From an optimization exercise on the open Yosys and OpenROAD flow, aimed at small area; shortcuts taken in it are not production practice.
Only simulation tests tie the RTL to the original design; equivalence was not proved.
No activity file was given, so power comes from the tool's default toggle rates.

==> design/flow/design.v <==
module crt571_engine (
    input  wire        clk,
    input  wire        rst,
    input  wire        op_valid,
    input  wire [2:0]  op_code,
    output wire        op_ready,
    input  wire [7:0]  raddr,
    input  wire [7:0]  rcm,
    input  wire [7:0]  rpm,
    input  wire [15:0] plen,
    input  wire        strict,
    input  wire [7:0]  bccin,
    output reg         done,
    input  wire        p_valid,
    input  wire [7:0]  p_data,
    output wire        p_ready,
    output wire        tx_valid,
    output wire [7:0]  tx_data,
    output wire        tx_last,
    input  wire        tx_ready,
    input  wire        tw_valid,
    input  wire        tw_ok,
    output wire        tw_ready,
    input  wire        rx_valid,
    input  wire [1:0]  rx_kind,
    input  wire [7:0]  rx_data,
    output wire        rx_ready,
    output reg         rb_valid,
    output reg  [7:0]  rb_data,
    output reg  [3:0]  xstate,
    output reg  [3:0]  err,
    output reg  [7:0]  errinfo,
    output reg         bccerr,
    output reg         noackv,
    output reg  [1:0]  rkind,
    output reg  [15:0] rlen,
    output reg  [7:0]  rdisc,
    output reg  [7:0]  rst0,
    output reg  [7:0]  rst1,
    output reg  [7:0]  rst2,
    output reg  [7:0]  re1,
    output reg  [7:0]  re0,
    output reg  [10:0] rpoff,
    output reg  [10:0] rplen,
    output reg  [10:0] rxlen,
    output reg  [10:0] txlen,
    output reg  [7:0]  bccout,
    output reg         bccok
);
    localparam [7:0] STX = 8'hF2, ETX = 8'h03, CMT = 8'h43, PMT = 8'h50,
                     EMT = 8'h45, EMT_ALT = 8'h4E, ACK = 8'h06;
    localparam [15:0] MAX_PAYLOAD = 16'd1015;
    localparam [10:0] MAX_FRAME = 11'd1024;
    localparam [3:0] XS_IDLE = 4'd0, XS_SENT = 4'd1, XS_AWAIT_ACK = 4'd2,
                     XS_ACK_RCVD = 4'd3, XS_AWAIT_REPLY = 4'd4, XS_REPLY_RCVD = 4'd5,
                     XS_DONE = 4'd6, XS_FAIL_NOACK = 4'd8, XS_FAIL_TRANSPORT = 4'd9,
                     XS_FAIL_DECODE = 4'd10;
    localparam [3:0] E_NONE = 4'd0, E_TRANSPORT = 4'd1, E_NOACK = 4'd2, E_CHECKSUM = 4'd3,
                     E_UNKNOWN = 4'd4, E_TRUNCATED = 4'd5, E_DEVICE = 4'd6, E_TOOLARGE = 4'd7;
    localparam [1:0] RK_NONE = 2'd0, RK_POS = 2'd1, RK_NEG = 2'd2;
    localparam [1:0] RX_DATA = 2'd0, RX_EOS = 2'd1;
    localparam [3:0] S_IDLE = 4'd0, S_BCC = 4'd1, S_TXREQ = 4'd2, S_TWS1 = 4'd3,
                     S_ACC1 = 4'd4, S_ACC2 = 4'd5, S_CHECK = 4'd6, S_TXACK = 4'd7,
                     S_TWS2 = 4'd8, S_DECODE = 4'd9, S_FINISH = 4'd10;
    reg [3:0]  state;
    reg [2:0]  op_q;
    reg [7:0]  addr_q, cm_q, pm_q, bccin_q;
    reg [15:0] plen_q;
    reg        strict_q;
    reg [15:0] idx;         
    reg [7:0]  acc;         
    reg [7:0]  ackbyte;
    reg        ackv;
    reg        rxovf;
    reg [10:0] rcnt;        
    reg [7:0]  rbcc;        
    reg [7:0]  h2, h3, h4, h6, h7, h8, h9;
    wire [15:0] flen     = plen_q + 16'd3;
    wire [15:0] pay_end  = plen_q + 16'd7;    
    wire [15:0] bcc_pos  = plen_q + 16'd8;    
    wire        in_pay   = (idx >= 16'd7) && (idx < pay_end);
    reg  [7:0]  frame_byte;
    always @(*) begin
        if (in_pay)                 frame_byte = p_data;
        else if (idx == pay_end)    frame_byte = ETX;
        else if (idx == bcc_pos)    frame_byte = acc;
        else begin
            case (idx[2:0])
                3'd0:    frame_byte = STX;
                3'd1:    frame_byte = addr_q;
                3'd2:    frame_byte = flen[15:8];
                3'd3:    frame_byte = flen[7:0];
                3'd4:    frame_byte = CMT;
                3'd5:    frame_byte = cm_q;
                default: frame_byte = pm_q;
            endcase
        end
    end
    assign op_ready = (state == S_IDLE);
    assign p_ready  = (state == S_BCC && idx != plen_q) ||
                      (state == S_TXREQ && in_pay && tx_ready);
    assign tx_valid = (state == S_TXREQ) ? (in_pay ? p_valid : 1'b1) :
                      (state == S_TXACK);
    assign tx_data  = (state == S_TXACK) ? ACK : frame_byte;
    assign tx_last  = (state == S_TXACK) || (idx == bcc_pos);
    assign tw_ready = (state == S_TWS1) || (state == S_TWS2);
    assign rx_ready = (state == S_ACC1) || (state == S_ACC2);
    wire p_fire  = p_valid && p_ready;
    wire tx_fire = tx_valid && tx_ready;
    wire tw_fire = tw_valid && tw_ready;
    wire rx_fire = rx_valid && rx_ready;
    wire rx_reply_byte = rx_fire && (rx_kind == RX_DATA) &&
                         ((state == S_ACC2) || (state == S_ACC1 && ackv && ackbyte == ACK));
    wire [15:0] hlen      = {h2, h3};
    wire [16:0] need      = {1'b0, hlen} + 17'd4;
    wire        short_buf = ({6'd0, rxlen} < need);
    always @(posedge clk) begin
        if (rst) begin
            state    <= S_IDLE;
            done     <= 1'b0;
            op_q     <= 3'd0;
            addr_q   <= 8'd0;
            cm_q     <= 8'd0;
            pm_q     <= 8'd0;
            bccin_q  <= 8'd0;
            plen_q   <= 16'd0;
            strict_q <= 1'b1;
            idx      <= 16'd0;
            acc      <= 8'd0;
            ackbyte  <= 8'd0;
            ackv     <= 1'b0;
            rxovf    <= 1'b0;
            rcnt     <= 11'd0;
            rbcc     <= 8'd0;
            h2 <= 8'd0; h3 <= 8'd0; h4 <= 8'd0; h6 <= 8'd0;
            h7 <= 8'd0; h8 <= 8'd0; h9 <= 8'd0;
            rb_valid <= 1'b0;
            rb_data  <= 8'd0;
            xstate   <= XS_IDLE;
            err      <= E_NONE;
            errinfo  <= 8'd0;
            bccerr   <= 1'b0;
            noackv   <= 1'b0;
            rkind    <= RK_NONE;
            rlen     <= 16'd0;
            rdisc    <= 8'd0;
            rst0     <= 8'd0;
            rst1     <= 8'd0;
            rst2     <= 8'd0;
            re1      <= 8'd0;
            re0      <= 8'd0;
            rpoff    <= 11'd0;
            rplen    <= 11'd0;
            rxlen    <= 11'd0;
            txlen    <= 11'd0;
            bccout   <= 8'd0;
            bccok    <= 1'b0;
        end else begin
            done     <= 1'b0;
            rb_valid <= 1'b0;
            case (state)
            S_IDLE: begin
                if (op_valid) begin
                    op_q     <= op_code;
                    addr_q   <= raddr;
                    cm_q     <= rcm;
                    pm_q     <= rpm;
                    bccin_q  <= bccin;
                    plen_q   <= plen;
                    strict_q <= strict;
                    idx      <= 16'd0;
                    acc      <= 8'd0;
                    case (op_code)
                    3'd1, 3'd2: state <= S_BCC;
                    3'd6: begin
                        err     <= E_NONE;
                        errinfo <= 8'd0;
                        if (plen > MAX_PAYLOAD) begin
                            txlen <= 11'd0;
                            err   <= E_TOOLARGE;
                            state <= S_FINISH;
                        end else begin
                            txlen   <= plen[10:0] + 11'd9;
                            bccerr  <= 1'b0;
                            noackv  <= 1'b0;
                            rkind   <= RK_NONE;
                            rxlen   <= 11'd0;
                            ackv    <= 1'b0;
                            rxovf   <= 1'b0;
                            rcnt    <= 11'd0;
                            rbcc    <= 8'd0;
                            state   <= S_TXREQ;
                        end
                    end
                    default: ;
                    endcase
                end
            end
            S_BCC: begin
                if (idx == plen_q) begin
                    bccout <= acc;
                    if (op_q == 3'd2)
                        bccok <= (acc == bccin_q);
                    state <= S_FINISH;
                end else if (p_fire) begin
                    acc <= acc ^ p_data;
                    idx <= idx + 16'd1;
                end
            end
            S_TXREQ: begin
                if (tx_fire) begin
                    acc <= acc ^ tx_data;
                    idx <= idx + 16'd1;
                    if (tx_last)
                        state <= S_TWS1;
                end
            end
            S_TWS1: begin
                if (tw_fire) begin
                    if (tw_ok) begin
                        xstate <= XS_AWAIT_ACK;
                        state  <= S_ACC1;
                    end else begin
                        err    <= E_TRANSPORT;
                        xstate <= XS_FAIL_TRANSPORT;
                        state  <= S_FINISH;
                    end
                end
            end
            S_ACC1, S_ACC2: begin
                if (rx_fire) begin
                    case (rx_kind)
                    RX_DATA: begin
                        if (state == S_ACC1 && !ackv) begin
                            ackbyte <= rx_data;
                            ackv    <= 1'b1;
                        end
                    end
                    RX_EOS: begin
                        if (state == S_ACC2) begin
                            state <= S_CHECK;
                        end else if (!ackv) begin
                            err     <= E_NOACK;
                            xstate  <= XS_FAIL_NOACK;
                            state   <= S_FINISH;
                        end else if (ackbyte != ACK) begin
                            err     <= E_NOACK;
                            errinfo <= ackbyte;
                            noackv  <= 1'b1;
                            xstate  <= XS_FAIL_NOACK;
                            state   <= S_FINISH;
                        end else if (rcnt != 11'd0 || rxovf) begin
                            xstate <= XS_AWAIT_REPLY;
                            state  <= S_CHECK;
                        end else begin
                            xstate <= XS_AWAIT_REPLY;
                            state  <= S_ACC2;
                        end
                    end
                    default: begin
                        err    <= E_TRANSPORT;
                        xstate <= XS_FAIL_TRANSPORT;
                        state  <= S_FINISH;
                    end
                    endcase
                end
                if (rx_reply_byte) begin
                    if (rcnt == MAX_FRAME) begin
                        rxovf <= 1'b1;
                    end else begin
                        rcnt     <= rcnt + 11'd1;
                        rbcc     <= rbcc ^ rx_data;
                        rb_valid <= 1'b1;
                        rb_data  <= rx_data;
                        case (rcnt)
                        11'd2: h2 <= rx_data;
                        11'd3: h3 <= rx_data;
                        11'd4: h4 <= rx_data;
                        11'd6: h6 <= rx_data;
                        11'd7: h7 <= rx_data;
                        11'd8: h8 <= rx_data;
                        11'd9: h9 <= rx_data;
                        default: ;
                        endcase
                    end
                end
            end
            S_CHECK: begin
                if (rxovf) begin
                    err    <= E_TOOLARGE;
                    xstate <= XS_FAIL_DECODE;
                    state  <= S_FINISH;
                end else if (rcnt == 11'd0) begin
                    err    <= E_TRUNCATED;
                    xstate <= XS_FAIL_DECODE;
                    state  <= S_FINISH;
                end else begin
                    rxlen <= rcnt;
                    if (rbcc != 8'd0) begin
                        bccerr <= 1'b1;
                    end
                    if (rbcc != 8'd0 && strict_q) begin
                        err    <= E_CHECKSUM;
                        xstate <= XS_FAIL_DECODE;
                        state  <= S_FINISH;
                    end else begin
                        xstate <= XS_REPLY_RCVD;
                        state  <= S_TXACK;
                    end
                end
            end
            S_TXACK: begin
                if (tx_fire)
                    state <= S_TWS2;
            end
            S_TWS2: begin
                if (tw_fire) begin
                    if (tw_ok) begin
                        xstate <= XS_DONE;
                        state  <= S_DECODE;
                    end else begin
                        err    <= E_TRANSPORT;
                        xstate <= XS_FAIL_TRANSPORT;
                        state  <= S_FINISH;
                    end
                end
            end
            S_DECODE: begin
                err     <= E_NONE;
                errinfo <= 8'd0;
                rkind   <= RK_NONE;
                if (rxlen < 11'd5) begin
                    err <= E_TRUNCATED;
                end else begin
                    rlen  <= hlen;
                    rdisc <= h4;
                    if (h4 == PMT) begin
                        if (hlen < 16'd6 || short_buf) begin
                            err <= E_TRUNCATED;
                        end else begin
                            rst0  <= h7;
                            rst1  <= h8;
                            rst2  <= h9;
                            rpoff <= 11'd10;
                            rplen <= hlen[10:0] - 11'd6;
                            rkind <= RK_POS;
                        end
                    end else if (h4 == EMT || h4 == EMT_ALT) begin
                        if (hlen < 16'd5 || short_buf) begin
                            err <= E_TRUNCATED;
                        end else begin
                            re1   <= h6;
                            re0   <= h7;
                            rpoff <= 11'd9;
                            rplen <= hlen[10:0] - 11'd5;
                            rkind <= RK_NEG;
                            err   <= E_DEVICE;
                        end
                    end else begin
                        errinfo <= h4;
                        err     <= E_UNKNOWN;
                    end
                end
                state <= S_FINISH;
            end
            S_FINISH: begin
                done  <= 1'b1;
                state <= S_IDLE;
            end
            default: state <= S_IDLE;
            endcase
        end
    end
endmodule
==> design/flow/run.sh <==
#!/bin/bash
# synth_recipe.tcl (not shown) runs the flow's synth.tcl, then flattens the netlist and writes it again
# the make line also repeats each setting of config.mk as NAME=value (left out here)
make -C /OpenROAD-flow-scripts/flow DESIGN_CONFIG=/design/flow/config.mk WORK_HOME=/design/flow/orfs CLKGATE_MAP_FILE= SYNTH_SCRIPT=/design/flow/synth_recipe.tcl finish
==> design/flow/config.mk <==
export PLATFORM = sky130hd
export DESIGN_NAME = crt571_engine
export DESIGN_NICKNAME = crt571_engine
export VERILOG_FILES = /design/flow/design.v
export SDC_FILE = /design/flow/constraint.sdc
export NUM_CORES = 4
export LEC_CHECK = 0
export CAP_MARGIN = 20
export CORE_MARGIN = 2
export CORE_UTILIZATION = 40
export SLEW_MARGIN = 20
==> design/flow/constraint.sdc <==
create_clock -name core_clock -period 10.0 [get_ports {clk}]
set_input_delay 2.0000 -clock core_clock [delete_from_list [all_inputs] [get_ports {clk}]]
set_output_delay 2.0000 -clock core_clock [all_outputs]
set_load 0.01 [all_outputs]
==> impl_summary.txt <==
----------------------------------------------------
[Logic synthesis]
  Area share of the largest cell type after synthesis ... 0.3974
  Cell accounting for the most synthesized area ... sky130_fd_sc_hd__dfxtp_1
  Yosys Warn Count ... 1
  Cell count after synthesis ... 1950
  Ys async rst share ... 0
  Most frequently used flop master after synthesis ... sky130_fd_sc_hd__dfxtp_1
  Register area share after synthesis ... 0.3974
  Flip-flop and latch count after synthesis ... 303
  Main area contributors after synthesis ... sky130_fd_sc_hd__dfxtp_1, sky130_fd_sc_hd__nand2_1, sky130_fd_sc_hd__a21oi_1, sky130_fd_sc_hd__nor2_1, sky130_fd_sc_hd__xnor2_1
  Synth cell types ... 81
  Mapped Area ... 15260 µm²
  Post-synth EDFFs ... 0
  Syn Area/Cell ... 7.827 µm²

[Clock network]
  Postcts setup bufs ... 0
  Number of buffers added to fix hold violations after cts ... 0
  CTS sink cnt ... 303
  Maximum level of the CTS H-tree ... 2
  TritonCTS clock tree ... done
  Cells resized by post-CTS repair ... 0
  Clock latency of the later-clocked register in the worst-skew pair ... 550 ps
  CTS Buf Count ... 35
  Maximum count of clock buffers along a single path ... 3
  Worst-path clk slew ... 60 ps
  Library cell used as clock root buffer ... sky130_fd_sc_hd__clkbuf_16

[STA]
  Ratio of final minimum period to clock period ... 0.7082
  Max Clock Freq ... 141.2 MHz
  Sum of negative setup slack ... 0 ps
  Setup violations, final ... 0
  Count of endpoints failing hold in the final timing report ... 0
  Number of pins with negative max-slew slack in the final report ... 0
  Transition at the pin with the smallest max-transition slack ... 1011 ps
  Shortest clock period the worst path allows after layout ... 7082 ps
  RSZ-0062 raised after global routing ... no
  Worst relative slew slack ... 0.3246
  Worst Skew ... 16.44 ps

[Min path]
  Path type of the worst min-delay path ... reg -> reg

[Worst setup path]
  Required time reported for the critical path endpoint ... 8000 ps
  Crit path kind ... reg -> out
  Cell family with the largest share of critical-path delay ... simple AND/OR/NAND/NOR gates
  Crit path max-delay cell type ... sky130_fd_sc_hd__dfxtp_1
  CP Launch Type ... flop
  Delay of the slowest cell on the worst path ... 530 ps
  Cell-by-cell listing of the critical path ... ha_1 -> and3_1 -> nand3_1 -> nor4_1 -> xnor2_1 -> ha_1 -> nand4_1 -> nor4_1 -> a21boi_0 -> or4_1 -> and2_1 -> nand2_1 -> a211oi_1 -> a21oi_1 -> clkdlybuf4s50_1
  Critical Path End Type ... primary output
  Worst path arrival time ... 5080 ps
  Worst path bufs/invs ... 1
  Biggest fanout along the worst timing path ... 11

[Die]
  Total core area ... 37580 µm²
  Initial cell density of the core ... 0.4062
  Overall die area ... 39730 µm²
  Die X-Extent ... 199.3 µm
  Overall die height ... 199.3 µm
  I/O pin cnt ... 239
  Site row count ... 71

[Layout]
  Number of standard cells in the final layout excluding fillers ... 2634
  Synth-to-layout area growth ... 23.58%
  Post-route core utilization ... 0.5019
  Layout cell share with drive strength beyond 1 ... 0.04428
  Total area of multi-input combinational cells ... 8454 µm²
  Count of antenna diodes in the layout ... 0
  Nets ... 2220
  Reg area ... 6066 µm²
  Fillers ... 3665

[Global routing]
  Number of global-route vias before repair ... 13830
  Global-route wire length before repair ... 78.67 mm
  Initial antenna violation count ... 2
  Overall global routing resource usage ... 0.2543
  Maximum number of pins on one net before global-route repair ... 136
  Congestion Overflow GR ... 0

[Drt]
  Met2 Wirelength ... 23.66 mm
  Count of unresolved DRC violations after routing ... 0
  Vias per cell ... 5.423
  Wl on met1 ... 22.72 mm
  DR WL met3 ... 3.311 mm
  Top layer used by detailed routing ... met5
  Total Wirelength ... 51.19 mm
  DR iter-0 viols ... 1026
  Detailed-route wire length per cell ... 19.44 µm
  DRT Pass-1 Iters ... 5
  Remaining number of nets flagged by the antenna check after routing ... 0
  DR vias ... 14280

[Placement]
  Post-placement cell count ... 2573
  Port Buffer Count ... 229
  Post-detail-place hpwl ... 36.73 mm
  GP Congestion ... 0.8833

[Power]
  Power density over the cells ... 201.2 nW/µm²
  Maximum resistive drop on vdd ... 0.1400 mV
  Static Leak ... 6.407 nW

[Status]
  Result of the run ... finished clean

[Job]
  Max-cap check violation count ... 0

----------------------------------------------------
-- kinds of logic (layout without fill, tap and decap cells) --
logic type | Yosys count | count (layout) | share of synthesized area
AOI/OAI and AO/OA | 442 | 442 | 0.1727
xor gates and xnor gates | 108 | 108 | 0.06198
adders and majority gates | 43 | 43 | 0.03525
buffers and inverters | 176 | 341 | 0.05099
DFF | 303 | 303 | 0.3974
muxes | 48 | 48 | 0.03156
other | 1 | 9 | 0.0002457
and+or+nand+nor | 829 | 829 | 0.2499
-- area by class of cell --
type                       count  area share
clock buffer                  51     0.05334
inverter                      34    0.006767
timing repair buffer         246      0.1285
sequential                   303      0.3216
tap                          511     0.03390
clock inverter                10    0.007629
multi-input combinational   1479      0.4483
-- worst paths after layout --
kind | startpoint | end | slack, ps | cells past startpoint
max | plen_q[3] | tx_data[1] | 2920 | 15
min | op_q[1] | op_q[1] | 450 | 2
max reg2reg | plen_q[3] | acc[4] | 5000 | 14
min reg2reg | op_q[1] | op_q[1] | 450 | 2
-- power by group --
part | leakage, nW | switching, mW | total, mW | internal (mW)
clock network | 0.561 | 0.540 | 1.30 | 0.760
logic | 3.40 | 0.665 | 1.07 | 0.408
registers | 2.45 | 0.127 | 1.42 | 1.29
-- registers in the layout (all words and copies together) (netlist names), 11 cells and up --
name,count
idx,16
rlen,16
rplen,11
rxlen,11
rcnt,11
txlen,11
plen_q,16
-- metal layers --
layer,GRT usage,up-vias
met5,0,-
met4,0.08395,4
met3,0.04675,91
met2,0.4172,413
met1,0.3369,6783
li1,-,6992
-- cells in the mapped netlist (10+ instances only) --
master / count
sky130_fd_sc_hd__a211oi_1: 18
sky130_fd_sc_hd__a21o_1: 10
sky130_fd_sc_hd__a21oi_1: 254
sky130_fd_sc_hd__a22oi_1: 17
sky130_fd_sc_hd__and2_1: 10
sky130_fd_sc_hd__and3_1: 12
sky130_fd_sc_hd__buf_2: 36
sky130_fd_sc_hd__buf_4: 15
sky130_fd_sc_hd__clkbuf_1: 84
sky130_fd_sc_hd__dfxtp_1: 303
sky130_fd_sc_hd__ha_1: 43
sky130_fd_sc_hd__inv_1: 34
sky130_fd_sc_hd__mux2i_1: 47
sky130_fd_sc_hd__nand2_1: 388
sky130_fd_sc_hd__nand2b_1: 16
sky130_fd_sc_hd__nand3_1: 29
sky130_fd_sc_hd__nand4_1: 22
sky130_fd_sc_hd__nand4b_1: 11
sky130_fd_sc_hd__nor2_1: 205
sky130_fd_sc_hd__nor2b_1: 18
sky130_fd_sc_hd__nor3_1: 36
sky130_fd_sc_hd__nor4_1: 17
sky130_fd_sc_hd__o21a_1: 11
sky130_fd_sc_hd__o21ai_0: 51
sky130_fd_sc_hd__o31ai_1: 12
sky130_fd_sc_hd__xnor2_1: 75
sky130_fd_sc_hd__xor2_1: 33
-- placed cells by master (no fill, tap or decap), drive strengths merged, types with 21 or more instances in the layout --
cell           instances
a21oi                254
nor2                 206
mux2i                 47
ha                    43
nor3                  38
nand4                 22
xor2                  33
nand2                388
o21ai                 57
nor4                  21
inv                   38
xnor2                 75
nand3                 30
clkbuf                52
clkdlybuf4s50        228
dfxtp                303
-- stage by stage --
stage	setup WS (ps)	area, µm²	total power [mW]	hold slack (ps)
after detailed placement	3449	17710	2.510	442.3
after global placement	3555	17710	2.505	438.5
after global routing	2390	18860	3.979	464.4
after floorplan	4774	15290	2.138	431.3
final	2918	18860	3.794	453.5
after CTS	2902	18860	3.808	450.5
-- worst min-delay path: stages (launching register included) --
cell and delay (ps):
sky130_fd_sc_hd__dfxtp_1 310, sky130_fd_sc_hd__nand2_1 50, sky130_fd_sc_hd__a21oi_1 50

==> what the ideal ports hide <==
No port has a modelled driver above. Below, the same layout with a new extraction and two added sets of constraints.
Step 1: set_driving_cell puts a clkbuf_16 on clk and a buf_2 on each other input, an assumption about the parent block.
Step 2 times the ports against the registers' clock, not the clock port: input delays grow and output delays shrink by t, the midpoint of the rising clock arrivals with the driver on.
Slacks: no drivers / after step 1 / after step 2; pairs: no drivers / after step 1.
t (ns): 0.592
setup WS [ns]: 2.918 / 2.862 / 3.454
worst setup path after step 2: register to output
worst register clock-pin slew, ns: 0.06 / 0.06
After both steps setup and hold are still met in this run. For this run, drivers alone change the setup slack by -0.056 ns; drivers and shift together by +0.536 ns.
